Source: an optimization exercise on an open RTL-to-GDS flow (aim: small area, a short achievable clock period and few clock cycles per item). Production flows keep margins and buffers that such runs may drop.
The RTL was checked by simulation tests, not by an equivalence proof against the original design.

<file path="flow/config.mk">
export PLATFORM = sky130hd
export DESIGN_NAME = blep_osc
export DESIGN_NICKNAME = blep_osc
export VERILOG_FILES = /design/flow/design.v
export SDC_FILE = /design/flow/constraint.sdc
export NUM_CORES = 4
export LEC_CHECK = 0
export ABC_AREA = 1
export CAP_MARGIN = 20
export CORE_MARGIN = 2
export CORE_UTILIZATION = 40
export SLEW_MARGIN = 20
</file>
<file path="flow/design.v">
module blep_osc (
    input  wire        clk,
    input  wire        rst,         
    input  wire        cfg_we,
    input  wire [2:0]  cfg_addr,
    input  wire [31:0] cfg_data,
    input  wire        in_valid,
    output wire        in_ready,
    output reg         out_valid,
    output reg  [31:0] out_y
);
    localparam [31:0] ONE      = 32'd65536;
    localparam [31:0] F_MIN    = 32'd655;           
    localparam [31:0] F_RST    = 32'd28835840;      
    localparam [31:0] GM_ONE   = 32'd1073741824;    
    localparam [31:0] PW_NORM  = 32'h80000000;      
    localparam [31:0] PW_JC    = 32'd2276332667;    
    localparam integer R = 4;                       
    reg [31:0] freq, target, gmult, gsteps, stg_target, stg_mult;
    reg [16:0] blend, subblend;
    reg        jc;
    reg [31:0] phase, subphase;
    reg [1:0] pend;
    assign in_ready = (pend != 2'd3);
    wire acc = in_valid & in_ready;
    wire [63:0] gprod = freq * gmult;
    wire [31:0] mg    = gprod[61:30];
    wire [31:0] gnext = (gsteps == 32'd1) ? target : ((mg < F_MIN) ? F_MIN : mg);
    reg v1, nc1;         
    reg v2, nc2;         
    wire c_done;
    wire d_move = v1 & (~v2 | c_done);
    wire issue  = (pend != 2'd0) & (~v1 | d_move);
    wire [47:0] f48   = {16'd0, freq};
    wire [47:0] kprod = (f48 << 16) + (f48 << 15) - (f48 << 10) + (f48 << 7) - (f48 << 4) - f48;
    reg  [31:0] dtr;
    wire [31:0] dts = dtr >> 1;
    wire [31:0] pw  = jc ? PW_JC : PW_NORM;
    wire [31:0] bt0 = phase;
    wire [31:0] bt1 = phase - pw;
    wire [31:0] bt2 = subphase;
    wire [31:0] bt3 = subphase + 32'h80000000;
    wire [31:0] nt0 = -bt0, nt1 = -bt1, nt2 = -bt2, nt3 = -bt3;
    wire [3:0] low  = {bt3 < dts, bt2 < dts, bt1 < dtr, bt0 < dtr};
    wire [3:0] high = {(bt3 != 32'd0) && (nt3 < dts), (bt2 != 32'd0) && (nt2 < dts),
                       (bt1 != 32'd0) && (nt1 < dtr), (bt0 != 32'd0) && (nt0 < dtr)};
    reg [3:0]  slot_ok, slot_new;
    reg [16:0] slot_v0, slot_v1, slot_v2, slot_v3;    
    wire [3:0] hit  = nc2 ? (slot_ok & low) : 4'd0;
    wire [3:0] zt   = low & {bt3 == 32'd0, bt2 == 32'd0, bt1 == 32'd0, bt0 == 32'd0};
    wire [3:0] need = (low | high) & ~hit & ~zt;
    localparam [1:0] C_CHK = 2'd0, C_DIV = 2'd1, C_SQ = 2'd2;
    reg [1:0]  cst;
    reg [3:0]  pm;                   
    reg [1:0]  ck;                   
    reg        cneg;
    reg [33:0] rem;                  
    reg [15:0] q;
    reg [1:0]  cnt;
    reg signed [17:0] b0r, b1r, b2r, b3r;
    function [1:0] first(input [3:0] m);
        first = m[0] ? 2'd0 : m[1] ? 2'd1 : m[2] ? 2'd2 : 2'd3;
    endfunction
    function [31:0] sel32(input [1:0] k, input [31:0] a0, input [31:0] a1,
                          input [31:0] a2, input [31:0] a3);
        case (k)
            2'd0: sel32 = a0;
            2'd1: sel32 = a1;
            2'd2: sel32 = a2;
            default: sel32 = a3;
        endcase
    endfunction
    wire [3:0]  ldmask = (cst == C_CHK) ? need : pm;
    wire [1:0]  lk     = first(ldmask);
    wire [3:0]  ldec   = 4'd1 << lk;
    wire        llow   = |(low & ldec);
    wire [31:0] lt     = llow ? sel32(lk, bt0, bt1, bt2, bt3) : sel32(lk, nt0, nt1, nt2, nt3);
    wire [31:0] bd = ck[1] ? dts : dtr;
    reg [33:0] dr;
    reg [15:0] dq;
    integer i;
    always @(*) begin
        dr = rem;
        dq = q;
        for (i = 0; i < R; i = i + 1) begin
            if (dr[33])
                dr = {dr[32:0], 1'b0} + {2'b0, bd};
            else
                dr = {dr[32:0], 1'b0} - {2'b0, bd};
            dq = {dq[14:0], ~dr[33]};
        end
    end
    wire rnz = (rem != 34'd0) && (rem[31:0] + bd != 32'd0);
    reg [31:0] qsq;
    integer j;
    always @(*) begin
        qsq = 32'd0;
        for (j = 0; j < 16; j = j + 1)
            qsq = qsq + (((({16'd0, q} >> (j + 1)) << (2 * j + 2)) | (32'd1 << (2 * j))) & {32{q[j]}});
    end
    wire [16:0] s1   = qsq[31:16];
    wire [32:0] qsq1 = {1'b0, qsq} + {16'd0, q, 1'b1};       
    wire signed [17:0] q2   = $signed({1'b0, q, 1'b0});
    wire signed [17:0] s1s  = $signed({1'b0, s1});
    wire signed [17:0] newb = cneg ? (s1s - q2 + $signed(18'd65536))
                                   : (q2 - s1s - $signed(18'd65536));
    wire [16:0] slot_calc = rnz ? qsq1[32:16] : s1;
    wire signed [17:0] e0 = hit[0] ? -$signed({1'b0, slot_v0}) : zt[0] ? -18'sd65536 : 18'sd0;
    wire signed [17:0] e1 = hit[1] ? -$signed({1'b0, slot_v1}) : zt[1] ? -18'sd65536 : 18'sd0;
    wire signed [17:0] e2 = hit[2] ? -$signed({1'b0, slot_v2}) : zt[2] ? -18'sd65536 : 18'sd0;
    wire signed [17:0] e3 = hit[3] ? -$signed({1'b0, slot_v3}) : zt[3] ? -18'sd65536 : 18'sd0;
    wire fin = (cst == C_SQ);
    wire signed [17:0] b0 = fin ? ((ck == 2'd0) ? newb : b0r) : e0;
    wire signed [17:0] b1 = fin ? ((ck == 2'd1) ? newb : b1r) : e1;
    wire signed [17:0] b2 = fin ? ((ck == 2'd2) ? newb : b2r) : e2;
    wire signed [17:0] b3 = fin ? ((ck == 2'd3) ? newb : b3r) : e3;
    wire [3:0] ckdec = 4'd1 << ck;
    assign c_done = v2 & ((fin & (pm == 4'd0)) | ((cst == C_CHK) & (need == 4'd0)));
    wire signed [18:0] nv_sq  = (phase < pw) ? 19'sd65536 : -19'sd65536;
    wire signed [18:0] nv_sub = subphase[31] ? -19'sd65536 : 19'sd65536;
    wire signed [17:0] saw_c  = $signed({1'b0, phase[31:15]}) - $signed(18'd65536) - b0;
    wire signed [18:0] sqw_c  = nv_sq + b0 - b1;
    wire signed [18:0] sub_c  = nv_sub + b2 - b3;
    reg v3, v4, v5;
    reg signed [18:0] sqw, sub, sub2;
    reg signed [19:0] dsq;           
    reg [15:0] sawl, xl2;
    reg signed [20:0] mainv, mixv;
    wire signed [37:0] pz  = $signed({1'b0, blend}) * dsq;
    wire [15:0] xl1        = blend[15:0] * sawl;
    wire        c1         = pz[15:0] < xl1;
    wire signed [20:0] main_c = sqw + (pz >>> 16) - $signed({20'd0, c1});
    wire [15:0] xl2_c      = subblend[15:0] * sub[15:0];
    wire signed [20:0] dm  = sub2 - mainv;
    wire signed [38:0] pz2 = $signed({1'b0, subblend}) * dm;
    wire        c2         = pz2[15:0] < xl2;
    wire signed [20:0] mix_c = mainv + (pz2 >>> 16) - $signed({20'd0, c2});
    wire signed [37:0] mx = mixv;
    wire signed [37:0] pe = (mx <<< 16) - (mx <<< 14) - (mx <<< 12) + (mx <<< 10) + (mx <<< 8) - (mx <<< 1);
    wire signed [21:0] out_c = pe >>> 16;
    function [16:0] clamp01(input [31:0] v);
        if (v[31])
            clamp01 = 17'd0;
        else if (v > ONE)
            clamp01 = ONE[16:0];
        else
            clamp01 = v[16:0];
    endfunction
    wire [16:0] cl = clamp01(cfg_data);
    always @(posedge clk) begin
        if (d_move) dtr <= kprod[47:16];
        if (c_done) begin
            sqw  <= sqw_c;
            dsq  <= saw_c - sqw_c;
            sawl <= saw_c[15:0];
            sub  <= sub_c;
        end
        mainv <= main_c;
        sub2  <= sub;
        xl2   <= xl2_c;
        mixv  <= mix_c;
        out_y <= {{10{out_c[21]}}, out_c};
    end
    always @(posedge clk) begin
        if (rst) begin
            out_valid  <= 1'b0;
            freq       <= F_RST;
            target     <= F_RST;
            gmult      <= GM_ONE;
            gsteps     <= 32'd0;
            stg_target <= F_RST;
            stg_mult   <= GM_ONE;
            blend      <= ONE[16:0];
            subblend   <= 17'd0;
            jc         <= 1'b0;
            phase      <= 32'd0;
            subphase   <= 32'd0;
            pend       <= 2'd0;
            v1         <= 1'b0;
            v2         <= 1'b0;
            v3         <= 1'b0;
            v4         <= 1'b0;
            v5         <= 1'b0;
            cst        <= C_CHK;
            slot_ok    <= 4'd0;
            slot_new   <= 4'd0;
        end else begin
            pend <= pend + {1'b0, acc} - {1'b0, issue};
            if (issue) begin
                if (gsteps != 32'd0) begin
                    gsteps <= gsteps - 32'd1;
                    freq   <= gnext;
                end
                nc1 <= (gsteps == 32'd0);
            end
            if (issue)
                v1 <= 1'b1;
            else if (d_move)
                v1 <= 1'b0;
            if (d_move) begin
                v2  <= 1'b1;
                nc2 <= nc1;
            end else if (c_done)
                v2 <= 1'b0;
            case (cst)
                C_CHK: if (v2 && need != 4'd0) begin
                    b0r  <= e0;
                    b1r  <= e1;
                    b2r  <= e2;
                    b3r  <= e3;
                    pm   <= need & ~ldec;
                    ck   <= lk;
                    cneg <= ~llow;
                    rem  <= {2'b00, lt};
                    q    <= 16'd0;
                    cnt  <= 2'd0;
                    cst  <= C_DIV;
                end
                C_DIV: begin
                    rem <= dr;
                    q   <= dq;
                    cnt <= cnt + 2'd1;
                    if (cnt == 2'd3) cst <= C_SQ;
                end
                C_SQ: begin
                    case (ck)
                        2'd0: b0r <= newb;
                        2'd1: b1r <= newb;
                        2'd2: b2r <= newb;
                        2'd3: b3r <= newb;
                    endcase
                    if (cneg) begin
                        slot_new <= slot_new | ckdec;
                        case (ck)
                            2'd0: slot_v0 <= slot_calc;
                            2'd1: slot_v1 <= slot_calc;
                            2'd2: slot_v2 <= slot_calc;
                            2'd3: slot_v3 <= slot_calc;
                        endcase
                    end
                    if (pm != 4'd0) begin
                        pm   <= pm & ~ldec;
                        ck   <= lk;
                        cneg <= ~llow;
                        rem  <= {2'b00, lt};
                        q    <= 16'd0;
                        cnt  <= 2'd0;
                        cst  <= C_DIV;
                    end else
                        cst <= C_CHK;
                end
                default: cst <= C_CHK;
            endcase
            if (c_done) begin
                phase    <= phase + dtr;
                subphase <= subphase + dts;
                slot_ok  <= slot_new | ((fin & cneg) ? ckdec : 4'd0);
                slot_new <= 4'd0;
            end
            v3        <= c_done;
            v4        <= v3;
            v5        <= v4;
            out_valid <= v5;
            if (cfg_we) begin
                slot_ok <= 4'd0;
                case (cfg_addr)
                    3'd0: begin
                        freq     <= (cfg_data < F_MIN) ? F_MIN : cfg_data;
                        target   <= (cfg_data < F_MIN) ? F_MIN : cfg_data;
                        gsteps   <= 32'd0;
                        gmult    <= GM_ONE;
                        phase    <= 32'd0;
                        subphase <= 32'd0;
                    end
                    3'd1: stg_target <= (cfg_data < F_MIN) ? F_MIN : cfg_data;
                    3'd2: stg_mult   <= cfg_data;
                    3'd3: begin
                        target <= stg_target;
                        gmult  <= stg_mult;
                        gsteps <= (cfg_data == 32'd0) ? 32'd1 : cfg_data;
                    end
                    3'd4: blend    <= cl;
                    3'd5: subblend <= cl;
                    3'd6: if (cfg_data <= 32'd1) jc <= cfg_data[0];
                    3'd7: begin
                        phase    <= 32'd0;
                        subphase <= 32'd0;
                    end
                endcase
            end
        end
    end
endmodule
</file>
<file path="flow/run.sh">
#!/bin/bash
# synth_recipe.tcl (not shown) runs the flow's synth.tcl, then flattens the netlist and writes it again
# the make line also repeats each setting of config.mk as NAME=value (left out here)
make -C /OpenROAD-flow-scripts/flow DESIGN_CONFIG=/design/flow/config.mk WORK_HOME=/design/flow/orfs CLKGATE_MAP_FILE= SYNTH_SCRIPT=/design/flow/synth_recipe.tcl finish
</file>
<file path="flow/constraint.sdc">
create_clock -name core_clock -period 20.0 [get_ports {clk}]
set_input_delay 4.0000 -clock core_clock [delete_from_list [all_inputs] [get_ports {clk}]]
set_output_delay 4.0000 -clock core_clock [all_outputs]
set_load 0.01 [all_outputs]
</file>
==> results of run 1 <==
==> path summary, 6_finish.rpt <==
kind	to	slack [ps]	cells after the start
worst min-delay path	sub2[16]$_DFF_P_	340	0
worst max register to register	dsq[18]$_DFFE_PP_	8280	55
worst min register to register	sub2[16]$_DFF_P_	340	0
worst max-delay path	dsq[18]$_DFFE_PP_	8280	55
==> cell usage in the layout, fill, tap and decap left out, types with 71 or more instances in the layout <==
master	count
inv_1	4518
nand2_1	4329
fa_1	2011
ha_1	1601
a21oi_1	1345
nor2_1	1218
o21ai_0	870
xor2_1	569
nand3_1	459
dfxtp_1	372
edfxtp_1	307
buf_4	204
xnor2_1	176
nand4_1	143
nor3_1	134
clkbuf_16	93
o211ai_1	83
a31oi_1	73
o21bai_1	73
clkdlybuf4s50_1	71
==> per-stage QoR <==
step	hold slack (ps)	area (µm²)	util, %	worst slack (ps)	std cells
3_3_place_gp	329	151000	41.7	8420	24011
4_1_cts	349	155000	42.6	8310	24181
5_1_grt	358	155000	42.6	7300	24182
6_report	344	155000	42.6	8280	24184
3_5_place_dp	335	151000	41.7	8380	24011
2_1_floorplan	323	146000	-	10010	19693
==> routing by layer <==
layer | up-vias | track usage (%) | share of wire [%]
li1 | 59544 | - | -
met1 | 61106 | 34.5 | 44
met2 | 4028 | 42.1 | 46
met3 | 792 | 2.87 | 6.3
met4 | 20 | 7.73 | 3.4
met5 | - | 0 | 0.026
==> critical path, delay by kind of cell, from the launching register on <==
kind / cells / cell delay [ps]
AO/OA/AOI/OAI: 14 / 2310
XOR/XNOR: 2 / 880
adder cells (fa/ha/maj): 11 / 4320
buffers and inverters: 10 / 1140
flip-flops: 1 / 860
AND/OR/NAND/NOR: 18 / 1930
==> synth_stat cells (all sizes together), types with 4 or more instances <==
master	number	area share (%)
a2111oi	5	0.030
clkbuf	650	1.7
or2	46	0.20
mux2i	9	0.062
o21ai	893	3.1
a31o	4	0.024
fa	2011	28
nor2	1241	3.2
and2	5	0.021
o21a	36	0.19
nor3	140	0.49
a31oi	73	0.31
o31ai	25	0.13
o211ai	84	0.44
o21bai	73	0.38
ha	1601	14
o221ai	18	0.11
xor2	572	3.4
buf	101	0.37
nor4	58	0.25
o211a	5	0.034
edfxtp	307	6.3
and3	8	0.034
nand3	461	1.6
a211oi	34	0.17
nand2	4339	11
o22ai	40	0.17
nor3b	8	0.041
nand4	145	0.63
a21boi	52	0.27
a21o	51	0.26
a221oi	45	0.27
a41oi	4	0.024
a21oi	1345	4.6
clkinv	14	0.036
o32ai	6	0.036
dfxtp	408	5.6
inv	4541	12
o2111ai	10	0.060
nand3b	29	0.15
xnor2	176	1.1
==> layout make-up <==
class                      instances  area, µm²  share of cell area [%]
antenna                            3       7.51                 0.00486
clock buffer                     113       2470                    1.60
clock inverter                    57        599                   0.388
inverter                        4555      17100                    11.1
multi-input combinational      13672     109000                    70.3
sequential                       715      17400                    11.3
tap                             4794       6000                    3.88
timing repair buffer             275       2240                    1.45
==> registers in the layout, summed over array words and instances (netlist names), 19 cells and up <==
name	cells
rem	34
dtr	32
freq	32
gmult	32
gsteps	32
phase	32
stg_mult	32
stg_target	32
subphase	32
target	32
out_y	22
mainv	21
mixv	21
dsq	20
sqw	19
sub2	19
sub	19
==> cell families (layout without fill, tap and decap cells) <==
kind of cell    after synthesis  in the layout
compound gates             2818           2818
xor+xnor                    748            748
fa+ha+maj                  3612           3612
buf+inv                    5306           5000
flops                       715            715
mux                           9              9
other cells                   0              3
simple gates               6485           6485
==> results.txt, run 1 <==
vias in the first global route=126421; final WL=471 mm; Remaining DRCs=0; register area share after synthesis=11.9%; initial antenna violation count=17; Synth Area in Adders=41.3%; Critical Path Start Type=flip-flop; Die ar.=370000 µm²; clock sinks=715; Worst path max stage delay=860 ps; Worst-path clk slew=60 ps; XOR/XNOR share of the synthesized area=4.50%; Synth Register Bits=715; initial drt markers=9989; mux cell area share after synthesis=0.0617%; # port buffers=72; CTS tree=yes; grt total ovfl=0; Required @ worst endpoint=20470 ps; Critical Path Source=q[6]$_SDFFCE_PN0P_; drt first pass iters=11; peak fanout along the critical path=18; vias post-DR=125490; hold-fix buffers at CTS=0; CTS Buffer Depth=3; Worst slew margin=27.7%; reg2reg start=q[6]$_SDFFCE_PN0P_; Post-Syn Instances=19693; outcome=finished clean; Max Clk Rate=85.3 MHz; Final nets=22961; Die H=608 µm; Hold Crit Class=reg2reg; H-tree level count=3; Max Slew Vio Count=0; Setup CP Type=reg2reg; fin crit period=11720 ps; worst hold start=sub[16]$_DFFE_PP_; Final ANT Viol Nets=0; Die W=608 µm; async set or reset register ratio after synthesis=0%; Resized cells post-CTS=0; critical path endpoint category=flip-flop; RSZ-0062 raised after global routing=no; Initial Util=40.2%; clk root buf=clkbuf_16; Clk Latency, worst-skew pair=750 ps; Mapped Area=146000 µm²; Netlist cell types=70; setup bufs post-CTS=0; total track usage=25.3%; most used cell, CP=inv_1; Area growth syn-to-layout=5.82%; share of cells above drive strength 1=2.68%; CP max stage cell=edfxtp_1; Simple-Gate Fraction of Synth Area=17.8%; final-report setup violation count=0; largest net degree at the start of global routing=119; hpwl dp=379 mm; Filler cells=37446; worst path arrival time=12180 ps; # IOs=73; measured slew at the worst slew-check pin=1090 ps; Avg Inst Size Synth=7.41 µm²; global-route wire length before repair=737 mm; MaxCap Viol Count=0; Num CTS Buffers=91; Compound-Gate Fraction of Synth Area=10.7%; FP Rows=221; Final Hold Fails=0; largest family of logic cells by synthesized area=adder cells; synth warn=1; Post-Syn Nets=23344; clock skew=63.5 ps; WL/cell=19.5 µm; Most used DFF post-synth=dfxtp_1; Core Box Area=363000 µm²; setup TNS=0 ps; Tcrit/Tclk final=58.6%; vias per cell=5.19; number of flops mapped to enable cells by yosys=307; RePlAce Congestion=0.977
Testbench counts, summed over its fixed seeds: cycles 6,943, samples 4,800.
==> run 2: changes to the inputs <==
--- a/flow/design.v
+++ b/flow/design.v
@@ -31,5 +31,5 @@
     wire c_done;
     wire d_move = v1 & (~v2 | c_done);
-    wire issue  = (pend != 2'd0) & (~v1 | d_move);
+    wire issue  = ((pend != 2'd0) | acc) & (~v1 | d_move);
     wire [47:0] f48   = {16'd0, freq};
     wire [47:0] kprod = (f48 << 16) + (f48 << 15) - (f48 << 10) + (f48 << 7) - (f48 << 4) - f48;
@@ -55,5 +55,6 @@
     reg [1:0]  ck;                   
     reg        cneg;
-    reg [33:0] rem;                  
+    reg [31:0] rem;
+    reg [33:0] bd3;                  
     reg [15:0] q;
     reg [1:0]  cnt;
@@ -75,21 +76,30 @@
     wire [3:0]  ldec   = 4'd1 << lk;
     wire        llow   = |(low & ldec);
+    wire [31:0] ldd    = lk[1] ? dts : dtr;
     wire [31:0] lt     = llow ? sel32(lk, bt0, bt1, bt2, bt3) : sel32(lk, nt0, nt1, nt2, nt3);
-    wire [31:0] bd = ck[1] ? dts : dtr;
-    reg [33:0] dr;
+    reg  [31:0] bd;                  
+    reg [31:0] dr;
     reg [15:0] dq;
+    reg [34:0] m1, m2, m3;
     integer i;
     always @(*) begin
         dr = rem;
         dq = q;
-        for (i = 0; i < R; i = i + 1) begin
-            if (dr[33])
-                dr = {dr[32:0], 1'b0} + {2'b0, bd};
-            else
-                dr = {dr[32:0], 1'b0} - {2'b0, bd};
-            dq = {dq[14:0], ~dr[33]};
+        for (i = 0; i < R / 2; i = i + 1) begin
+            m1 = {1'b0, dr, 2'b00} - {3'b0, bd};
+            m2 = {1'b0, dr, 2'b00} - {2'b0, bd, 1'b0};
+            m3 = {1'b0, dr, 2'b00} - {1'b0, bd3};
+            if (!m3[34]) begin
+                dr = m3[31:0]; dq = {dq[13:0], 2'd3};
+            end else if (!m2[34]) begin
+                dr = m2[31:0]; dq = {dq[13:0], 2'd2};
+            end else if (!m1[34]) begin
+                dr = m1[31:0]; dq = {dq[13:0], 2'd1};
+            end else begin
+                dr = {dr[29:0], 2'b00}; dq = {dq[13:0], 2'd0};
+            end
         end
     end
-    wire rnz = (rem != 34'd0) && (rem[31:0] + bd != 32'd0);
+    wire rnz = (rem != 32'd0);
     reg [31:0] qsq;
     integer j;
@@ -123,15 +133,15 @@
     wire signed [18:0] sub_c  = nv_sub + b2 - b3;
     reg v3, v4, v5;
-    reg signed [18:0] sqw, sub, sub2;
+    reg signed [18:0] sqw, sub;
     reg signed [19:0] dsq;           
     reg [15:0] sawl, xl2;
-    reg signed [20:0] mainv, mixv;
+    reg signed [20:0] mainv, mixv, dmr;
     wire signed [37:0] pz  = $signed({1'b0, blend}) * dsq;
     wire [15:0] xl1        = blend[15:0] * sawl;
     wire        c1         = pz[15:0] < xl1;
     wire signed [20:0] main_c = sqw + (pz >>> 16) - $signed({20'd0, c1});
+    wire signed [20:0] dm_c   = (sub - sqw) - (pz >>> 16) + $signed({20'd0, c1});    
     wire [15:0] xl2_c      = subblend[15:0] * sub[15:0];
-    wire signed [20:0] dm  = sub2 - mainv;
-    wire signed [38:0] pz2 = $signed({1'b0, subblend}) * dm;
+    wire signed [38:0] pz2 = $signed({1'b0, subblend}) * dmr;
     wire        c2         = pz2[15:0] < xl2;
     wire signed [20:0] mix_c = mainv + (pz2 >>> 16) - $signed({20'd0, c2});
@@ -157,5 +167,5 @@
         end
         mainv <= main_c;
-        sub2  <= sub;
+        dmr   <= dm_c;
         xl2   <= xl2_c;
         mixv  <= mix_c;
@@ -212,5 +222,7 @@
                     ck   <= lk;
                     cneg <= ~llow;
-                    rem  <= {2'b00, lt};
+                    rem  <= lt;
+                    bd   <= ldd;
+                    bd3  <= {2'b00, ldd} + {1'b0, ldd, 1'b0};
                     q    <= 16'd0;
                     cnt  <= 2'd0;
@@ -243,5 +255,7 @@
                         ck   <= lk;
                         cneg <= ~llow;
-                        rem  <= {2'b00, lt};
+                        rem  <= lt;
+                    bd   <= ldd;
+                    bd3  <= {2'b00, ldd} + {1'b0, ldd, 1'b0};
                         q    <= 16'd0;
                         cnt  <= 2'd0;
--- a/flow/config.mk
+++ b/flow/config.mk
@@ -9,4 +9,4 @@
 export CAP_MARGIN = 20
 export CORE_MARGIN = 2
-export CORE_UTILIZATION = 40
+export CORE_UTILIZATION = 55
 export SLEW_MARGIN = 20
==> run 2 against run 1 <==
  * Global-route usage rose by 10 points
  * First-iteration DRC count rose by 17%
  * Highest routed layer is now met4
  * Core utilization increased by 15 points
  * Still clean on timing, DRC and antenna
  * Synthesized cell count is 2.3% higher
==> results.txt, run 2 <==
outcome=finished clean; Final Hold Fails=0 (unchanged); Hold Crit Class=reg2reg; hpwl dp=390 mm (+2.9%); Worst-path clk slew=60 ps (about the same); setup slack after layout=8380 ps (+96.5 ps); Final nets=23432 (+2.1%); Most used DFF post-synth=dfxtp_1; fin crit period=11620 ps (-96.5 ps); vias in the first global route=127003 (+0.46%); Post-Syn Instances=20144 (+2.3%); vias per cell=5.51 (+6.2%); initial drt markers=11654 (+17%); async set or reset register ratio after synthesis=0% (unchanged); ranking of synthesized cells by area=fa_1 (27%), ha_1 (13%), nand2_1 (12%); clock skew=175 ps (+111 ps); synth warn=1 (unchanged); MaxCap Viol Count=0 (unchanged); clk root buf=clkbuf_16; Core Box Area=271000 µm² (-25%); H-tree level count=3 (unchanged); worst path arrival time=12190 ps (about the same); Worst path max stage delay=940 ps (+80 ps); Max Slew Vio Count=0 (unchanged); # IOs=73 (unchanged); Setup CP Type=reg2reg; Die H=525 µm (-14%); Required @ worst endpoint=20570 ps (+100 ps); setup TNS=0 ps (unchanged); post-synth top area share=27.1% (-0.42 points); peak fanout along the critical path=18 (unchanged); commonest non-fill, non-tap cell in the layout=nand2_1; setup bufs post-CTS=0 (unchanged); Synth Register Bits=780 (+9.1%); vias post-DR=129254 (+3.0%); worst hold start=v3$_SDFF_PP0_; depth of the worst register-to-register path=50 (-9.1%); number of flip-flops in the largest register=33 (-2.9%); Netlist cell types=79 (+13%); # port buffers=72 (unchanged); Post-Syn Nets=23795 (+1.9%); RePlAce Congestion=1.03 (+6.0%); Critical Path Start Type=flip-flop; commonest non-fill, non-tap cells in the layout=nand2_1 (4812), inv_1 (4598), fa_1 (2027); Resized cells post-CTS=0 (unchanged); Initial Util=55.3% (+15 points); Worst slew margin=15.7% (-12 points); Area growth syn-to-layout=5.02%; FP Rows=191 (-14%); grt total ovfl=0 (unchanged); WL/cell=20.8 µm (+6.8%); Num CTS Buffers=104 (+14%); CTS tree=yes; RR Endpoint=dsq[19]$_DFFE_PP_; synth cell count leaders=nand2_1 (4812), inv_1 (4600), fa_1 (2027); Worst Hold End=v4$_SDFF_PP0_; Critical Path Source=q[4]$_SDFFCE_PN0P_; Avg Inst Size Synth=7.42 µm² (about the same); reg2reg start=q[4]$_SDFFCE_PN0P_; Reg with most FFs=bd3; Placement Setup Slack=8480 ps (+105 ps); R2R setup slack=8380 ps (+100 ps); top-count cell post-synth=nand2_1; largest net degree at the start of global routing=124 (+4.2%); clock sinks=780 (+9.1%); share of cells above drive strength 1=3.01% (+0.33 points); initial antenna violation count=9 (-8); Max Clk Rate=86.0 MHz (+0.83%); hold depth=2 (+2); Remaining DRCs=0 (unchanged); Final ANT Viol Nets=0 (unchanged); final WL=487 mm (+3.5%); Clk Latency, worst-skew pair=940 ps (+190 ps); Die ar.=276000 µm² (-25%); critical path endpoint category=flip-flop; total track usage=35.4% (+10 points); Filler cells=26288 (-30%); final-report setup violation count=0 (unchanged); CP max stage cell=edfxtp_1; CTS Buffer Depth=4 (+1); Tcrit/Tclk final=58.1% (-0.48 points); measured slew at the worst slew-check pin=1250 ps (+166 ps); drt first pass iters=8 (-3); top cell type by total area after synthesis=fa_1; Mapped Area=149000 µm² (+2.4%); global-route wire length before repair=757 mm (+2.7%); Die W=525 µm (-14%); hold-fix buffers at CTS=0 (unchanged); number of flops mapped to enable cells by yosys=370 (+21%); register area share after synthesis=12.9% (+1.0 points); RSZ-0062 raised after global routing=no
run 2: final cells by class:
cell class / instances / area (µm²) / share of cell area, %
Antenna cell: 11 / 27.5 / 0.0175
Clock buffer: 123 / 2800 / 1.78
Clock inverter: 66 / 803 / 0.512
Inverter: 4642 / 17400 / 11.1
Multi-Input combinational cell: 13983 / 110000 / 70.0
Sequential cell: 780 / 19400 / 12.3
Tap cell: 3570 / 4470 / 2.85
Timing Repair Buffer: 270 / 2210 / 1.41
run 2: worst max-delay path: cells and delay by family, from the launching register on:
family / cells / cell delay, ps
buf+inv: 9 / 1060
flops: 1 / 940
xor+xnor: 2 / 590
simple gates: 17 / 1870
fa+ha+maj: 10 / 3680
compound gates: 12 / 3160
run 2: metal layers:
| layer | global-route usage [%] | vias to the layer above | part of all wire (%) |
|---|---|---|---|
| met5 | 0.0519 | - | 0 |
| met4 | 10.7 | 0 | 3.5 |
| met3 | 6.69 | 696 | 9.1 |
| met2 | 55.1 | 4975 | 44 |
| met1 | 49.9 | 62746 | 43 |
| li1 | - | 60837 | - |
run 2: worst max path at each step:
stage | slack [ps] | cells past startpoint | endpoint
after floorplan | 10570 | 51 | dsq[18]$_DFFE_PP_
after global placement | 8440 | 50 | dsq[19]$_DFFE_PP_
after detailed placement | 8480 | 50 | dsq[19]$_DFFE_PP_
after CTS | 8380 | 50 | dsq[19]$_DFFE_PP_
after global routing | 7320 | 50 | dsq[19]$_DFFE_PP_
final | 8380 | 50 | dsq[19]$_DFFE_PP_
run 2: cell families after synthesis:
kind of cell	Yosys count	synth area share, %
simple gates	7045	19.1
buf+inv	5381	13.7
fa+ha+maj	3612	40.4
compound gates	2572	9.46
flops	780	12.9
xor+xnor	749	4.41
mux	5	0.0335
run 2: through the flow:
stage                     hold slack (ps)  instances  util, %  instance area [µm²]
after global placement                390      23244     56.7               153000
after detailed placement              400      23244     56.7               153000
after CTS                             281      23433     58.0               157000
after floorplan                       388      20144        -               149000
after global routing                  299      23435     58.0               157000
final                                 287      23445     58.0               157000
Testbench counts of run 2, summed over its fixed seeds: cycles 6,874, samples 4,800.
==> run 3: changes to the inputs <==
--- a/flow/design.v
+++ b/flow/design.v
@@ -17,6 +17,32 @@
     localparam [31:0] PW_JC    = 32'd2276332667;    
     localparam integer R = 4;                       
-    reg [31:0] freq, target, gmult, gsteps, stg_target, stg_mult;
-    reg [16:0] blend, subblend;
+    reg [31:0] freq, target, gsteps, stg_target, stg_mult;
+    reg [16:0] gneg, gone, gtwo;     
+    reg [8:0]  bneg, bone, btwo;     
+    reg [8:0]  sneg, sone, stwo;     
+    function [50:0] benc17(input [31:0] v);
+        reg [34:0] b;
+        integer k;
+        begin
+            b = {2'b00, v, 1'b0};
+            for (k = 0; k < 17; k = k + 1) begin
+                benc17[34 + k] = b[2*k+2];
+                benc17[17 + k] = b[2*k+1] ^ b[2*k];
+                benc17[k]      = (b[2*k+2] & ~b[2*k+1] & ~b[2*k]) | (~b[2*k+2] & b[2*k+1] & b[2*k]);
+            end
+        end
+    endfunction
+    function [26:0] benc9(input [16:0] v);
+        reg [18:0] b;
+        integer k;
+        begin
+            b = {1'b0, v, 1'b0};
+            for (k = 0; k < 9; k = k + 1) begin
+                benc9[18 + k] = b[2*k+2];
+                benc9[9 + k]  = b[2*k+1] ^ b[2*k];
+                benc9[k]      = (b[2*k+2] & ~b[2*k+1] & ~b[2*k]) | (~b[2*k+2] & b[2*k+1] & b[2*k]);
+            end
+        end
+    endfunction
     reg        jc;
     reg [31:0] phase, subphase;
@@ -24,5 +50,6 @@
     assign in_ready = (pend != 2'd3);
     wire acc = in_valid & in_ready;
-    wire [63:0] gprod = freq * gmult;
+    wire [63:0] gprod;
+    bmul #(17, 33, 64) u_gmul (.neg(gneg), .one(gone), .two(gtwo), .x({1'b0, freq}), .p(gprod));
     wire [31:0] mg    = gprod[61:30];
     wire [31:0] gnext = (gsteps == 32'd1) ? target : ((mg < F_MIN) ? F_MIN : mg);
@@ -137,11 +164,15 @@
     reg [15:0] sawl, xl2;
     reg signed [20:0] mainv, mixv, dmr;
-    wire signed [37:0] pz  = $signed({1'b0, blend}) * dsq;
-    wire [15:0] xl1        = blend[15:0] * sawl;
+    wire signed [37:0] pz;
+    wire [15:0] xl1;
+    bmul #(9, 20, 38) u_pz  (.neg(bneg), .one(bone), .two(btwo), .x(dsq), .p(pz));
+    bmul #(8, 17, 16) u_xl1 (.neg(bneg[7:0]), .one(bone[7:0]), .two(btwo[7:0]), .x({1'b0, sawl}), .p(xl1));
     wire        c1         = pz[15:0] < xl1;
     wire signed [20:0] main_c = sqw + (pz >>> 16) - $signed({20'd0, c1});
     wire signed [20:0] dm_c   = (sub - sqw) - (pz >>> 16) + $signed({20'd0, c1});    
-    wire [15:0] xl2_c      = subblend[15:0] * sub[15:0];
-    wire signed [38:0] pz2 = $signed({1'b0, subblend}) * dmr;
+    wire [15:0] xl2_c;
+    bmul #(8, 17, 16) u_xl2 (.neg(sneg[7:0]), .one(sone[7:0]), .two(stwo[7:0]), .x({1'b0, sub[15:0]}), .p(xl2_c));
+    wire signed [38:0] pz2;
+    bmul #(9, 21, 39) u_pz2 (.neg(sneg), .one(sone), .two(stwo), .x(dmr), .p(pz2));
     wire        c2         = pz2[15:0] < xl2;
     wire signed [20:0] mix_c = mainv + (pz2 >>> 16) - $signed({20'd0, c2});
@@ -177,10 +208,10 @@
             freq       <= F_RST;
             target     <= F_RST;
-            gmult      <= GM_ONE;
+            {gneg, gone, gtwo} <= benc17(GM_ONE);
             gsteps     <= 32'd0;
             stg_target <= F_RST;
             stg_mult   <= GM_ONE;
-            blend      <= ONE[16:0];
-            subblend   <= 17'd0;
+            {bneg, bone, btwo} <= benc9(ONE[16:0]);
+            {sneg, sone, stwo} <= benc9(17'd0);
             jc         <= 1'b0;
             phase      <= 32'd0;
@@ -283,5 +314,5 @@
                         target   <= (cfg_data < F_MIN) ? F_MIN : cfg_data;
                         gsteps   <= 32'd0;
-                        gmult    <= GM_ONE;
+                        {gneg, gone, gtwo} <= benc17(GM_ONE);
                         phase    <= 32'd0;
                         subphase <= 32'd0;
@@ -291,9 +322,9 @@
                     3'd3: begin
                         target <= stg_target;
-                        gmult  <= stg_mult;
+                        {gneg, gone, gtwo} <= benc17(stg_mult);
                         gsteps <= (cfg_data == 32'd0) ? 32'd1 : cfg_data;
                     end
-                    3'd4: blend    <= cl;
-                    3'd5: subblend <= cl;
+                    3'd4: {bneg, bone, btwo} <= benc9(cl);
+                    3'd5: {sneg, sone, stwo} <= benc9(cl);
                     3'd6: if (cfg_data <= 32'd1) jc <= cfg_data[0];
                     3'd7: begin
@@ -306,2 +337,34 @@
     end
 endmodule
+module bmul #(parameter NR = 17, parameter XW = 33, parameter OW = 64) (
+    input  wire [NR-1:0] neg, one, two,
+    input  wire [XW-1:0] x,             
+    output wire [OW-1:0] p
+);
+    localparam W = XW + 1;
+    function [OW-1:0] cst(input integer dummy);
+        integer j;
+        reg [OW+W+2*NR:0] c;
+        begin
+            c = 0;
+            for (j = 0; j < NR; j = j + 1)
+                c = c + ({{(OW+2*NR+1){1'b0}}, 1'b1} << (W - 1 + 2 * j));
+            cst = -c[OW-1:0];
+        end
+    endfunction
+    localparam [OW-1:0] C = cst(0);
+    reg [OW-1:0] acc;
+    reg [W-1:0] pp, row;
+    reg [OW+W+2*NR:0] t;
+    integer j;
+    always @(*) begin
+        acc = C;
+        for (j = 0; j < NR; j = j + 1) begin
+            pp  = two[j] ? {x, 1'b0} : one[j] ? {x[XW-1], x} : {W{1'b0}};
+            row = pp ^ {W{neg[j]}};
+            t   = {{(OW+2*NR+1){1'b0}}, ~row[W-1], row[W-2:0]} << (2 * j);
+            acc = acc + t[OW-1:0] + ({{(OW-1){1'b0}}, neg[j]} << (2 * j));
+        end
+    end
+    assign p = acc;
+endmodule
==> run 3 against run 2 <==
  * Final cell count down 13%
  * Clock skew down 67 ps
  * Final area down 11%
  * Non-clock buffer count up 52
  * Hold slack better by 140 ps
  * Count of clock-buffer cells in the layout up 8
  * Largest cell class unchanged
  * Highest routed layer is now met5
==> results.txt, run 3 <==
Remaining DRCs=0 (unchanged); Reg with most FFs=bd3; largest net degree at the start of global routing=87 (-30%); clock skew=108 ps (-67.1 ps); routed length on met3=39.6 mm (-11%); MaxCap Viol Count=0 (unchanged); Post-Syn Nets=20088 (-16%); Tcrit/Tclk final=55.6% (-2.5 points); met2 routed WL=215 mm (+0.35%); post-synth top area share=16.4% (-11 points); clk root buf=clkbuf_16; top cell type by total area after synthesis=fa_1; CTS Buffer Depth=3 (-1); worst path arrival time=11650 ps (-540 ps); setup bufs post-CTS=0 (unchanged); Die ar.=243000 µm² (-12%); Final nets=19790 (-16%); Worst slew margin=8.34% (-7.4 points); setup slack after layout=8870 ps (+497 ps); critical path endpoint category=flip-flop; fin crit period=11130 ps (-497 ps); commonest non-fill, non-tap cell in the layout=inv_1; Clk Latency, worst-skew pair=810 ps (-130 ps); hold slack=423 ps (+136 ps); Worst-path clk slew=70 ps (about the same); Core Box Area=238000 µm² (-12%); hold-fix buffers at CTS=0 (unchanged); FP Rows=179 (-6.3%); Hold Crit Class=reg2reg; Final ANT Viol Nets=0 (unchanged); commonest non-fill, non-tap cells in the layout=inv_1 (2799), nand2_1 (2555), ha_1 (1554); initial drt markers=11317 (-2.9%); async set or reset register ratio after synthesis=0% (unchanged); ranking of synthesized cells by area=fa_1 (16%), ha_1 (15%), xor2_1 (9.8%); drt first pass iters=19 (+11); hpwl dp=377 mm (-3.3%); Initial Util=55.3% (+0.067 points); WL/cell=23.5 µm (+13%); vias post-DR=121484 (-6.0%); vias per cell=5.96 (+8.1%); Resized cells post-CTS=0 (unchanged); final-report setup violation count=0 (unchanged); Area growth syn-to-layout=5.72%; Setup CP Type=reg2reg; measured slew at the worst slew-check pin=1360 ps (+109 ps); H-tree level count=3 (unchanged); Avg Inst Size Synth=7.55 µm² (+1.8%); Netlist cell types=73 (-7.6%); Placement Setup Slack=8990 ps (+509 ps); Final Hold Fails=0 (unchanged); peak fanout along the critical path=18 (unchanged); Mapped Area=132000 µm² (-12%); top sig layer=met5; Post-Syn Instances=17419 (-14%); met1 WL=197 mm (-6.9%); Critical Path Start Type=flip-flop; vias in the first global route=117836 (-7.2%); final WL=480 mm (-1.4%); Synth Register Bits=814 (+4.4%); initial antenna violation count=19 (+10); synth warn=5 (+4); share of cells above drive strength 1=3.70% (+0.69 points); setup TNS=0 ps (unchanged); Die H=493 µm (-6.1%); Util after Layout=58.5% (+0.46 points); Most used DFF post-synth=dfxtp_1; grt total ovfl=0 (unchanged); post-route cell area=139000 µm² (-11%); register area share after synthesis=15.2% (+2.3 points); Max Clk Rate=89.9 MHz (+4.5%); Finished Layout Cells=20390 (-13%); number of flip-flops in the largest register=33 (unchanged); Max Slew Vio Count=0 (unchanged); synth cell count leaders=inv_1 (2807), nand2_1 (2561), ha_1 (1554); Die W=493 µm (-6.1%); Required @ worst endpoint=20520 ps (-50 ps); CTS tree=yes; RePlAce Congestion=1.04 (+0.14%); total track usage=38.7% (+3.3 points); number of flops mapped to enable cells by yosys=370 (unchanged); outcome=finished clean; Post-DP Area=135000 µm² (-12%); # IOs=73 (unchanged); Worst path max stage delay=820 ps (-120 ps); CP max stage cell=edfxtp_1; clock sinks=814 (+4.4%); # port buffers=72 (unchanged); top-count cell post-synth=inv_1; RSZ-0062 raised after global routing=no; Inst Count DP=20181 (-13%); Num CTS Buffers=104 (unchanged); global-route wire length before repair=725 mm (-4.3%)
==> run 3: changes by cell type in the layout (fill, tap and decap cells not counted), moves of 31 or more <==
cell      delta
clkinv_1    +47
a21oi_1     +66
xor2_1     +986
inv_1     -1799
fa_1       -951
o21ai_0    +183
buf_4       +53
o22ai_1    +958
ha_1        -31
nand2_1   -2257
dfxtp_1     +55
==> run 3: final timing paths <==
kind	endpoint	slack, ps	cells past startpoint	from
worst max register to register	dsq[19]$_DFFE_PP_	8870	51	q[8]$_SDFFCE_PN0P_
worst min register to register	v4$_SDFF_PP0_	420	2	v3$_SDFF_PP0_
worst max-delay path	dsq[19]$_DFFE_PP_	8870	51	q[8]$_SDFFCE_PN0P_
worst min-delay path	v4$_SDFF_PP0_	420	2	v3$_SDFF_PP0_
==> run 3: logic make-up (layout without fill, tap and decap cells) <==
family	after synthesis	after routing	share of synthesized area (%)
adders and majority gates	2630	2630	31.1
AOI/OAI and AO/OA	3805	3805	16.4
and+or+nand+nor	4793	4793	15.2
xor gates and xnor gates	1732	1732	11.6
DFF	814	814	15.2
buffers and inverters	3642	3434	10.5
muxes	3	3	0.0228
other	0	12	0
==> run 3: cell type report <==
| cell class | count | area [µm²] |
|---|---|---|
| clock buffers | 131 | 2820 |
| clock inverters | 65 | 851 |
| diodes | 12 | 30.0 |
| multi-input cells | 12963 | 97900 |
| fillers | 22981 | 98700 |
| inverters | 2916 | 11000 |
| repair buffers | 322 | 2590 |
| flip-flops and latches | 814 | 20000 |
| well taps | 3167 | 3960 |
==> run 3: metal layers <==
metal  vias to the layer above  track usage [%]
met2                      5609             61.9
li1                      56800                -
met4                         6             19.5
met3                      1256             6.22
met5                         -                0
met1                     57813             50.7
==> run 3: critical path, delay by kind of cell, from the launching register on <==
family	cells	cell delay, ps
adder cells (fa/ha/maj)	10	4150
AO/OA/AOI/OAI	14	2840
AND/OR/NAND/NOR	15	1480
buffers and inverters	9	840
flip-flops	1	820
XOR/XNOR	3	690
Testbench counts of run 3, summed over its fixed seeds: cycles 6,874, samples 4,800.
==> run 4: changes to the inputs <==
--- a/flow/design.v
+++ b/flow/design.v
@@ -21,4 +21,5 @@
     reg [8:0]  bneg, bone, btwo;     
     reg [8:0]  sneg, sone, stwo;     
+    reg [8:0]  nneg, none, ntwo;     
     function [50:0] benc17(input [31:0] v);
         reg [34:0] b;
@@ -51,5 +52,5 @@
     wire acc = in_valid & in_ready;
     wire [63:0] gprod;
-    bmul #(17, 33, 64) u_gmul (.neg(gneg), .one(gone), .two(gtwo), .x({1'b0, freq}), .p(gprod));
+    bmul #(17, 33, 64) u_gmul (.neg(gneg), .one(gone), .two(gtwo), .x({1'b0, freq}), .a(64'd0), .p(gprod));
     wire [31:0] mg    = gprod[61:30];
     wire [31:0] gnext = (gsteps == 32'd1) ? target : ((mg < F_MIN) ? F_MIN : mg);
@@ -57,6 +58,8 @@
     reg v2, nc2;         
     wire c_done;
-    wire d_move = v1 & (~v2 | c_done);
+    wire c_free = ~v2 | c_done;
+    wire d_move = v1 & c_free;
     wire issue  = ((pend != 2'd0) | acc) & (~v1 | d_move);
+    wire direct = issue & (gsteps == 32'd0) & ~v1 & c_free;
     wire [47:0] f48   = {16'd0, freq};
     wire [47:0] kprod = (f48 << 16) + (f48 << 15) - (f48 << 10) + (f48 << 7) - (f48 << 4) - f48;
@@ -154,27 +157,31 @@
     wire [3:0] ckdec = 4'd1 << ck;
     assign c_done = v2 & ((fin & (pm == 4'd0)) | ((cst == C_CHK) & (need == 4'd0)));
-    wire signed [18:0] nv_sq  = (phase < pw) ? 19'sd65536 : -19'sd65536;
-    wire signed [18:0] nv_sub = subphase[31] ? -19'sd65536 : 19'sd65536;
-    wire signed [17:0] saw_c  = $signed({1'b0, phase[31:15]}) - $signed(18'd65536) - b0;
-    wire signed [18:0] sqw_c  = nv_sq + b0 - b1;
-    wire signed [18:0] sub_c  = nv_sub + b2 - b3;
-    reg v3, v4, v5;
+    reg [16:0] ph0;
+    reg        sqpos, subpos;
+    wire signed [18:0] nv_sq  = sqpos ? 19'sd65536 : -19'sd65536;
+    wire signed [18:0] nv_sub = subpos ? 19'sd65536 : -19'sd65536;
+    wire signed [17:0] saw_c  = $signed({1'b0, ph0}) - $signed(18'd65536) - b0r;
+    wire signed [18:0] sqw_c  = nv_sq + b0r - b1r;
+    wire signed [18:0] sub_c  = nv_sub + b2r - b3r;
+    reg v3, v4, v5, v6;
     reg signed [18:0] sqw, sub;
     reg signed [19:0] dsq;           
-    reg [15:0] sawl, xl2;
-    reg signed [20:0] mainv, mixv, dmr;
-    wire signed [37:0] pz;
-    wire [15:0] xl1;
-    bmul #(9, 20, 38) u_pz  (.neg(bneg), .one(bone), .two(btwo), .x(dsq), .p(pz));
-    bmul #(8, 17, 16) u_xl1 (.neg(bneg[7:0]), .one(bone[7:0]), .two(btwo[7:0]), .x({1'b0, sawl}), .p(xl1));
-    wire        c1         = pz[15:0] < xl1;
-    wire signed [20:0] main_c = sqw + (pz >>> 16) - $signed({20'd0, c1});
-    wire signed [20:0] dm_c   = (sub - sqw) - (pz >>> 16) + $signed({20'd0, c1});    
-    wire [15:0] xl2_c;
-    bmul #(8, 17, 16) u_xl2 (.neg(sneg[7:0]), .one(sone[7:0]), .two(stwo[7:0]), .x({1'b0, sub[15:0]}), .p(xl2_c));
-    wire signed [38:0] pz2;
-    bmul #(9, 21, 39) u_pz2 (.neg(sneg), .one(sone), .two(stwo), .x(dmr), .p(pz2));
-    wire        c2         = pz2[15:0] < xl2;
-    wire signed [20:0] mix_c = mainv + (pz2 >>> 16) - $signed({20'd0, c2});
+    reg        c1;
+    reg signed [20:0] mainv, subp, mixv;
+    wire [15:0] xl1_c, yl1_c;
+    bmul #(8, 17, 16) u_xl1 (.neg(bneg[7:0]), .one(bone[7:0]), .two(btwo[7:0]), .x({1'b0, saw_c[15:0]}), .a(16'd0), .p(xl1_c));
+    bmul #(8, 17, 16) u_yl1 (.neg(bneg[7:0]), .one(bone[7:0]), .two(btwo[7:0]), .x({1'b0, sqw_c[15:0]}), .a(16'd0), .p(yl1_c));
+    wire c1_c = (yl1_c != 16'd0) && (yl1_c <= xl1_c);
+    wire [37:0] pz;
+    bmul #(9, 20, 38) u_pz (.neg(bneg), .one(bone), .two(btwo), .x(dsq),
+                            .a({{3{sqw[18]}}, sqw, 16'd0} - {21'd0, c1, 16'd0}), .p(pz));
+    wire signed [20:0] main_c = pz[36:16];
+    wire [36:0] ps;
+    bmul #(9, 19, 37) u_ps (.neg(sneg), .one(sone), .two(stwo), .x(sub), .a(37'd0), .p(ps));
+    wire signed [20:0] subp_c = ps[36:16];
+    wire [38:0] pmx;
+    bmul #(9, 21, 39) u_pm (.neg(nneg), .one(none), .two(ntwo), .x(mainv),
+                            .a({{2{subp[20]}}, subp, 16'd0}), .p(pmx));
+    wire signed [20:0] mix_c = pmx[36:16];
     wire signed [37:0] mx = mixv;
     wire signed [37:0] pe = (mx <<< 16) - (mx <<< 14) - (mx <<< 12) + (mx <<< 10) + (mx <<< 8) - (mx <<< 1);
@@ -190,14 +197,16 @@
     wire [16:0] cl = clamp01(cfg_data);
     always @(posedge clk) begin
-        if (d_move) dtr <= kprod[47:16];
+        if (c_free) dtr <= kprod[47:16];
         if (c_done) begin
-            sqw  <= sqw_c;
-            dsq  <= saw_c - sqw_c;
-            sawl <= saw_c[15:0];
-            sub  <= sub_c;
+            ph0    <= phase[31:15];
+            sqpos  <= (phase < pw);
+            subpos <= ~subphase[31];
         end
+        sqw  <= sqw_c;
+        dsq  <= saw_c - sqw_c;
+        c1   <= c1_c;
+        sub  <= sub_c;
         mainv <= main_c;
-        dmr   <= dm_c;
-        xl2   <= xl2_c;
+        subp  <= subp_c;
         mixv  <= mix_c;
         out_y <= {{10{out_c[21]}}, out_c};
@@ -214,4 +223,5 @@
             {bneg, bone, btwo} <= benc9(ONE[16:0]);
             {sneg, sone, stwo} <= benc9(17'd0);
+            {nneg, none, ntwo} <= benc9(ONE[16:0]);
             jc         <= 1'b0;
             phase      <= 32'd0;
@@ -223,4 +233,5 @@
             v4         <= 1'b0;
             v5         <= 1'b0;
+            v6         <= 1'b0;
             cst        <= C_CHK;
             slot_ok    <= 4'd0;
@@ -235,11 +246,11 @@
                 nc1 <= (gsteps == 32'd0);
             end
-            if (issue)
+            if (issue & ~direct)
                 v1 <= 1'b1;
             else if (d_move)
                 v1 <= 1'b0;
-            if (d_move) begin
+            if (d_move | direct) begin
                 v2  <= 1'b1;
-                nc2 <= nc1;
+                nc2 <= ~d_move | nc1;
             end else if (c_done)
                 v2 <= 1'b0;
@@ -298,4 +309,8 @@
             endcase
             if (c_done) begin
+                b0r      <= b0;
+                b1r      <= b1;
+                b2r      <= b2;
+                b3r      <= b3;
                 phase    <= phase + dtr;
                 subphase <= subphase + dts;
@@ -306,5 +321,6 @@
             v4        <= v3;
             v5        <= v4;
-            out_valid <= v5;
+            v6        <= v5;
+            out_valid <= v6;
             if (cfg_we) begin
                 slot_ok <= 4'd0;
@@ -326,5 +342,8 @@
                     end
                     3'd4: {bneg, bone, btwo} <= benc9(cl);
-                    3'd5: {sneg, sone, stwo} <= benc9(cl);
+                    3'd5: begin
+                        {sneg, sone, stwo} <= benc9(cl);
+                        {nneg, none, ntwo} <= benc9(ONE[16:0] - cl);
+                    end
                     3'd6: if (cfg_data <= 32'd1) jc <= cfg_data[0];
                     3'd7: begin
@@ -340,5 +359,6 @@
     input  wire [NR-1:0] neg, one, two,
     input  wire [XW-1:0] x,             
-    output wire [OW-1:0] p
+    input  wire [OW-1:0] a,             
+    output wire [OW-1:0] p              
 );
     localparam W = XW + 1;
@@ -359,5 +379,5 @@
     integer j;
     always @(*) begin
-        acc = C;
+        acc = C + a;
         for (j = 0; j < NR; j = j + 1) begin
             pp  = two[j] ? {x, 1'b0} : one[j] ? {x[XW-1], x} : {W{1'b0}};
==> flow/flow/run.sh (new file) <==
#!/bin/bash
# Standard layout, with the timing repair steps aiming well below the clock
# period (the clock and constraints are unchanged).
set -euo pipefail
bash standard.sh SETUP_SLACK_MARGIN=10.5 finish > make_finish.log 2>&1
==> flow/standard.sh (new file) <==
#!/bin/bash
# synth_recipe.tcl (not shown) runs the flow's synth.tcl, then flattens the netlist and writes it again
# the make line also repeats each setting of config.mk as NAME=value (left out here)
make -C /OpenROAD-flow-scripts/flow DESIGN_CONFIG=/design/flow/config.mk WORK_HOME=/design/flow/orfs CLKGATE_MAP_FILE= SYNTH_SCRIPT=/design/flow/synth_recipe.tcl "${@:-finish}"
--- a/flow/config.mk
+++ b/flow/config.mk
@@ -9,4 +9,4 @@
 export CAP_MARGIN = 20
 export CORE_MARGIN = 2
-export CORE_UTILIZATION = 55
+export CORE_UTILIZATION = 40
 export SLEW_MARGIN = 20
removed: flow/run.sh
==> run 4 against run 3 <==
  * Hold slack got worse by 11 ps
  * Routed wire length fell by 0.51%
  * Fmax up 24%
  * Area after synthesis is 2.2% higher
  * Final cell count rose by 6.6%
  * Highest routed layer unchanged
==> results.txt, run 4 <==
critical path endpoint category=flip-flop; worst path bufs/invs=5 (-4); share of cells above drive strength 1=3.68% (-0.022 points); Synth Register Bits=827 (+1.6%); top-count cell post-synth=inv_1; Reg with most FFs=bd3; hold-fix buffers at CTS=0 (unchanged); grt total ovfl=0 (unchanged); MaxCap Viol Count=0 (unchanged); largest net degree at the start of global routing=111 (+28%); async set or reset register ratio after synthesis=0% (unchanged); commonest non-fill, non-tap cell in the layout=inv_1; CP max stage cell=clkinv_1; synth cell count leaders=inv_1 (2690), nand2_1 (2666), xor2_1 (1594); WL/cell=22.0 µm (-6.7%); vias post-DR=121621 (+0.11%); clock sinks=827 (+1.6%); RSZ-0062 raised after global routing=no; Clk Latency, worst-skew pair=890 ps (+80 ps); Die W=584 µm (+18%); Tcrit/Tclk final=45.0% (-11 points); post-route cell area=143000 µm² (+3.0%); Setup CP Type=reg2reg; Remaining DRCs=0 (unchanged); initial drt markers=11806 (+4.3%); worst path arrival time=9810 ps (-1840 ps); synth warn=6 (+1); Max Clk Rate=111 MHz (+24%); Post-Syn Instances=17640 (+1.3%); # IOs=73 (unchanged); final-report setup violation count=0 (unchanged); Worst slew margin=19.8% (+11 points); Area growth syn-to-layout=6.49%; fin crit period=9000 ps (-2120 ps); number of flops mapped to enable cells by yosys=315 (-15%); final WL=478 mm (-0.51%); initial antenna violation count=10 (-9); global-route wire length before repair=728 mm (+0.37%); Mapped Area=135000 µm² (+2.2%); Critical Path Start Type=flip-flop; Inst Count DP=21529 (+6.7%); peak fanout along the critical path=24 (+6); setup TNS=0 ps (unchanged); clock skew=74.6 ps (-33.0 ps); Most used DFF post-synth=dfxtp_1; drt first pass iters=8 (-11); Finished Layout Cells=21734 (+6.6%); top cell type by total area after synthesis=fa_1; hold slack=411 ps (-11.2 ps); CTS Buffer Depth=4 (+1); Die ar.=341000 µm² (+40%); ranking of synthesized cells by area=fa_1 (18%), ha_1 (14%), xor2_1 (10%); Core Box Area=334000 µm² (+41%); RePlAce Congestion=0.983 (-5.2%); total track usage=27.5% (-11 points); number of flip-flops in the largest register=33 (unchanged); Die H=584 µm (+18%); Netlist cell types=70 (-4.1%); CTS tree=yes; H-tree level count=3 (unchanged); clk root buf=clkbuf_16; Required @ worst endpoint=20810 ps (+290 ps); Post-Syn Nets=20410 (+1.6%); FP Rows=212 (+18%); Filler cells=34265 (+49%); Post-DP Area=139000 µm² (+3.0%); Top Family by Delay on Critical Path=adder cells; measured slew at the worst slew-check pin=1190 ps (-169 ps); vias in the first global route=117219 (-0.52%); Max Slew Vio Count=0 (unchanged); Final nets=20026 (+1.2%); register area share after synthesis=14.7% (-0.55 points); Worst path max stage delay=1020 ps (+200 ps); Initial Util=40.2% (-15 points); Worst-path clk slew=60 ps (about the same); hpwl dp=365 mm (-3.2%); Hold Crit Class=reg2reg; commonest non-fill, non-tap cells in the layout=inv_1 (2680), nand2_1 (2665), xor2_1 (1594); Final Hold Fails=0 (unchanged); Avg Inst Size Synth=7.63 µm² (+0.94%); Num CTS Buffers=109 (+4.8%); # port buffers=72 (unchanged); outcome=finished clean; Final ANT Viol Nets=0 (unchanged); post-synth top area share=18.0% (+1.7 points); vias per cell=5.60 (-6.1%)
==> run 4: final timing paths <==
check,start,endpoint,slack [ps],cells after the start
worst max-delay path,gneg[12]$_SDFFE_PP0P_,freq[1]$_SDFF_PP0_,11000,32
worst min-delay path,v3$_SDFF_PP0_,v4$_SDFF_PP0_,410,2
worst max register to register,gneg[12]$_SDFFE_PP0P_,freq[1]$_SDFF_PP0_,11000,32
worst min register to register,v3$_SDFF_PP0_,v4$_SDFF_PP0_,410,2
==> run 4: logic make-up after synthesis <==
family,after synthesis,share of synthesized area [%]
xor+xnor,1824,11.9
fa+ha+maj,2731,32.2
mux,2,0.0149
flops,827,14.7
simple gates,4727,14.6
buf+inv,3611,10.2
compound gates,3918,16.5
==> run 4: repair_timing <==
item | in CTS | in global routing
setup buffers | 0 | 3
resized for setup | 3 | 18
endpoints found under the setup margin | 3 | 20
pin swaps | 0 | 1
==> run 4: per-layer routing <==
metal	global-route usage, %	vias up	wire length, µm
li1	-	57346	-
met1	38.8	58416	213000
met2	41.8	5041	204000
met3	4.93	814	40800
met4	10.1	4	20000
met5	0	-	23
==> run 4: stage by stage <==
stage	worst slack [ps]	util (%)
2_1_floorplan	11370	-
3_3_place_gp	10530	41.7
3_5_place_dp	10580	41.7
4_1_cts	10510	42.8
5_1_grt	10520	42.9
6_report	11000	42.9
==> run 4: area by class of cell <==
class,instances,area (µm²),area share (%)
timing repair buffer,303,2450,1.71
multi-input combinational,13202,101000,70.7
sequential,827,19700,13.8
antenna,8,20.0,0.0140
inverter,2813,10600,7.38
clock inverter,53,653,0.456
tap,4387,5490,3.83
clock buffer,141,3020,2.11
==> run 4: worst register-to-register path: cells and delay by family (launching register included) <==
kind | cells | cell delay, ps
XOR/XNOR | 1 | 540
buffers and inverters | 5 | 1670
AO/OA/AOI/OAI | 6 | 1350
adder cells (fa/ha/maj) | 7 | 3420
AND/OR/NAND/NOR | 13 | 1650
flip-flops | 1 | 320
Testbench counts of run 4, summed over its fixed seeds: cycles 6,901, samples 4,800.
==> run 5: changes to the inputs <==
==> flow/flow/run.sh (replaced) <==
#!/bin/bash
# Standard layout, with the timing repair steps aiming well below the clock
# period (the clock and constraints are unchanged).
set -euo pipefail
bash standard.sh SETUP_SLACK_MARGIN=12.5 finish > make_finish.log 2>&1
==> run 5 against run 4 <==
  * First-iteration DRC count is 3.7% higher
  * Clock skew is 23 ps higher
  * Largest cell class unchanged
  * Hold slack hardly changed
  * Critical path type unchanged
  * Global-route usage hardly changed
  * Final area is 5.6% higher
  * Sequential cell count stayed put
  * Critical path depth is 18 higher
  * Still clean
  * Via count is 2.1% higher
==> results.txt, run 5 <==
final-report setup violation count=0 (unchanged); hpwl dp=358 mm (-2.0%); # IOs=73 (unchanged); Clk Latency, worst-skew pair=890 ps (about the same); commonest non-fill, non-tap cell in the layout=inv_1; largest net degree at the start of global routing=99 (-11%); Final Hold Fails=0 (unchanged); setup slack after layout=12450 ps (+1450 ps); most used cell, CP=nand2_2; Setup CP Type=reg2reg; share of cells above drive strength 1=9.06% (+5.4 points); vias in the first global route=118923 (+1.5%); setup TNS=0 ps (unchanged); number of flip-flops in the largest register=33 (unchanged); Final nets=20388 (+1.8%); drt first pass iters=7 (-1); async set or reset register ratio after synthesis=0% (unchanged); Max Clk Rate=132 MHz (+19%); Final ANT Viol Nets=0 (unchanged); Mapped Area=135000 µm² (unchanged); Netlist cell types=70 (unchanged); Worst slew margin=13.0% (-6.8 points); measured slew at the worst slew-check pin=1290 ps (+101 ps); Num CTS Buffers=106 (-2.8%); WL/cell=22.1 µm (+0.60%); Area growth syn-to-layout=12.5%; Die ar.=341000 µm² (unchanged); top cell type by total area after synthesis=fa_1; global-route wire length before repair=730 mm (+0.28%); RSZ-0062 raised after global routing=yes; CTS Buffer Depth=4 (unchanged); commonest non-fill, non-tap cells in the layout=inv_1 (2622), nand2_1 (2538), xor2_1 (1553); Hold Crit Class=reg2reg; final WL=488 mm (+2.2%); register area share after synthesis=14.7% (unchanged); FP Rows=212 (unchanged); worst path arrival time=8110 ps (-1700 ps); MaxCap Viol Count=0 (unchanged); hold depth=2 (unchanged); Required @ worst endpoint=20560 ps (-250 ps); Initial Util=40.2% (unchanged); Die H=584 µm (unchanged); vias post-DR=124206 (+2.1%); outcome=finished clean; CP max stage cell=dfxtp_2; Post-Syn Nets=20410 (unchanged); clock skew=97.6 ps (+23.0 ps); initial antenna violation count=11 (+1); Core Box Area=334000 µm² (unchanged); Die W=584 µm (unchanged); depth of the worst register-to-register path=50 (+56%); clk root buf=clkbuf_16; fin crit period=7550 ps (-1450 ps); clock sinks=827 (unchanged); hold slack=411 ps (-0.169 ps); number of flops mapped to enable cells by yosys=315 (unchanged); Avg Inst Size Synth=7.63 µm² (unchanged); Critical Path Start Type=flip-flop; top-count cell post-synth=inv_1; Synth Register Bits=827 (unchanged); Max Slew Vio Count=0 (unchanged); Finished Layout Cells=22087 (+1.6%); ranking of synthesized cells by area=fa_1 (18%), ha_1 (14%), xor2_1 (10%); synth cell count leaders=inv_1 (2690), nand2_1 (2666), xor2_1 (1594); RePlAce Congestion=0.986 (+0.31%); # port buffers=72 (unchanged); Most used DFF post-synth=dfxtp_1; Placement Setup Slack=10340 ps (-239 ps); vias per cell=5.62 (+0.49%); Tcrit/Tclk final=37.8% (-7.2 points); Post-Syn Instances=17640 (unchanged); initial drt markers=12240 (+3.7%); total track usage=27.5% (-0.046 points); synth warn=6 (unchanged); CTS tree=yes; peak fanout along the critical path=6 (-75%); Remaining DRCs=0 (unchanged); hold-fix buffers at CTS=0 (unchanged); Worst path max stage delay=350 ps (-670 ps); grt total ovfl=0 (unchanged); H-tree level count=3 (unchanged); Reg with most FFs=bd3; Worst-path clk slew=60 ps (about the same); post-synth top area share=18.0% (unchanged); Inst Count DP=21532 (+0.014%); critical path endpoint category=flip-flop
[run 5: final cells by class]
| type | instances | area, µm² |
|---|---|---|
| Timing Repair Buffer | 664 | 7200 |
| Clock buffer | 130 | 2840 |
| Tap cell | 4387 | 5490 |
| Clock inverter | 58 | 713 |
| Fill cell | 33522 | 183000 |
| Multi-Input combinational cell | 13206 | 105000 |
| Antenna cell | 2 | 5.00 |
| Inverter | 2813 | 10700 |
| Sequential cell | 827 | 19800 |
[run 5: cells by family (layout without fill, tap and decap cells)]
group	Yosys count	in the layout	synth area share, %
AOI/OAI and AO/OA	3918	3918	16.5
xor gates and xnor gates	1824	1824	11.9
adders and majority gates	2731	2731	32.2
buffers and inverters	3611	3665	10.2
DFF	827	827	14.7
muxes	2	2	0.0149
other	0	2	0
and+or+nand+nor	4727	4731	14.6
[run 5: stage by stage]
| step | instance area [µm²] | utilization [%] |
|---|---|---|
| 6_report | 151000 | 45.3 |
| 3_3_place_gp | 139000 | 41.7 |
| 2_1_floorplan | 135000 | - |
| 4_1_cts | 147000 | 43.9 |
| 3_5_place_dp | 139000 | 41.7 |
| 5_1_grt | 151000 | 45.3 |
[run 5: critical path: cells and delay by family (launching register included)]
family	cells	cell delay, ps
compound gates	8	1270
simple gates	31	3630
fa+ha+maj	4	1140
xor+xnor	2	290
buf+inv	5	560
flops	1	350
[run 5: what timing repair did]
item,in CTS,in global routing
gates resized for setup,533,640
buffers inserted,137,188
setup endpoints to repair,122,121
gates cloned,15,24
pin swaps,101,205
[run 5: routing by layer]
layer	vias to the layer above	share of wire (%)	wire length (µm)	GRT usage (%)
met1	59685	44	213000	38.5
met4	10	4.8	23500	10.5
met5	-	0.012	57	0
li1	58065	-	-	-
met2	5466	43	208000	42.0
met3	980	9.0	44200	4.63
[run 5: worst paths after layout]
check / start / end / slack, ps
worst max register to register: jc$_SDFFE_PP0P_ / bd3[31]$_DFFE_PP_ / 12450
worst min register to register: v3$_SDFF_PP0_ / v4$_SDFF_PP0_ / 410
worst min-delay path: v3$_SDFF_PP0_ / v4$_SDFF_PP0_ / 410
worst max-delay path: jc$_SDFFE_PP0P_ / bd3[31]$_DFFE_PP_ / 12450

what the ideal ports hide:
No port has a modelled driver above. Below, the same layouts with a new extraction and two added sets of constraints. Step 1 assumes that a clkbuf_16 drives the clock port and a buf_2 every other input. Step 2 moves the port delays by t, midway between the first and last clock arrival at a register: inputs arrive t later, outputs are due t later. That takes back most of the time a late clock gives input paths. Three values: ideal ports, drivers, drivers and shift; two values: the first two.
run	t (ns)	setup slack, ns	worst hold slack (ns)	clock arrival spread, ns	worst register clock-pin slew, ns
run 1	0.821	8.281 / 8.281 / 8.281	0.344 / 0.344 / 0.344	0.065 / 0.065	0.07 / 0.07
run 2	0.957	8.377 / 8.377 / 8.377	0.287 / 0.287 / 0.287	0.178 / 0.178	0.08 / 0.08
run 3	0.871	8.875 / 8.875 / 8.875	0.423 / 0.423 / 0.423	0.109 / 0.109	0.07 / 0.07
run 4	0.968	10.998 / 10.998 / 10.998	0.411 / 0.411 / 0.411	0.078 / 0.079	0.07 / 0.07
run 5	0.951	12.446 / 12.446 / 11.843	0.411 / 0.411 / 0.411	0.106 / 0.107	0.07 / 0.07
After both steps setup and hold are still met in every run listed. For run 5, which loses most, drivers alone change the setup slack by 0.000 ns; drivers and shift together by -0.603 ns.
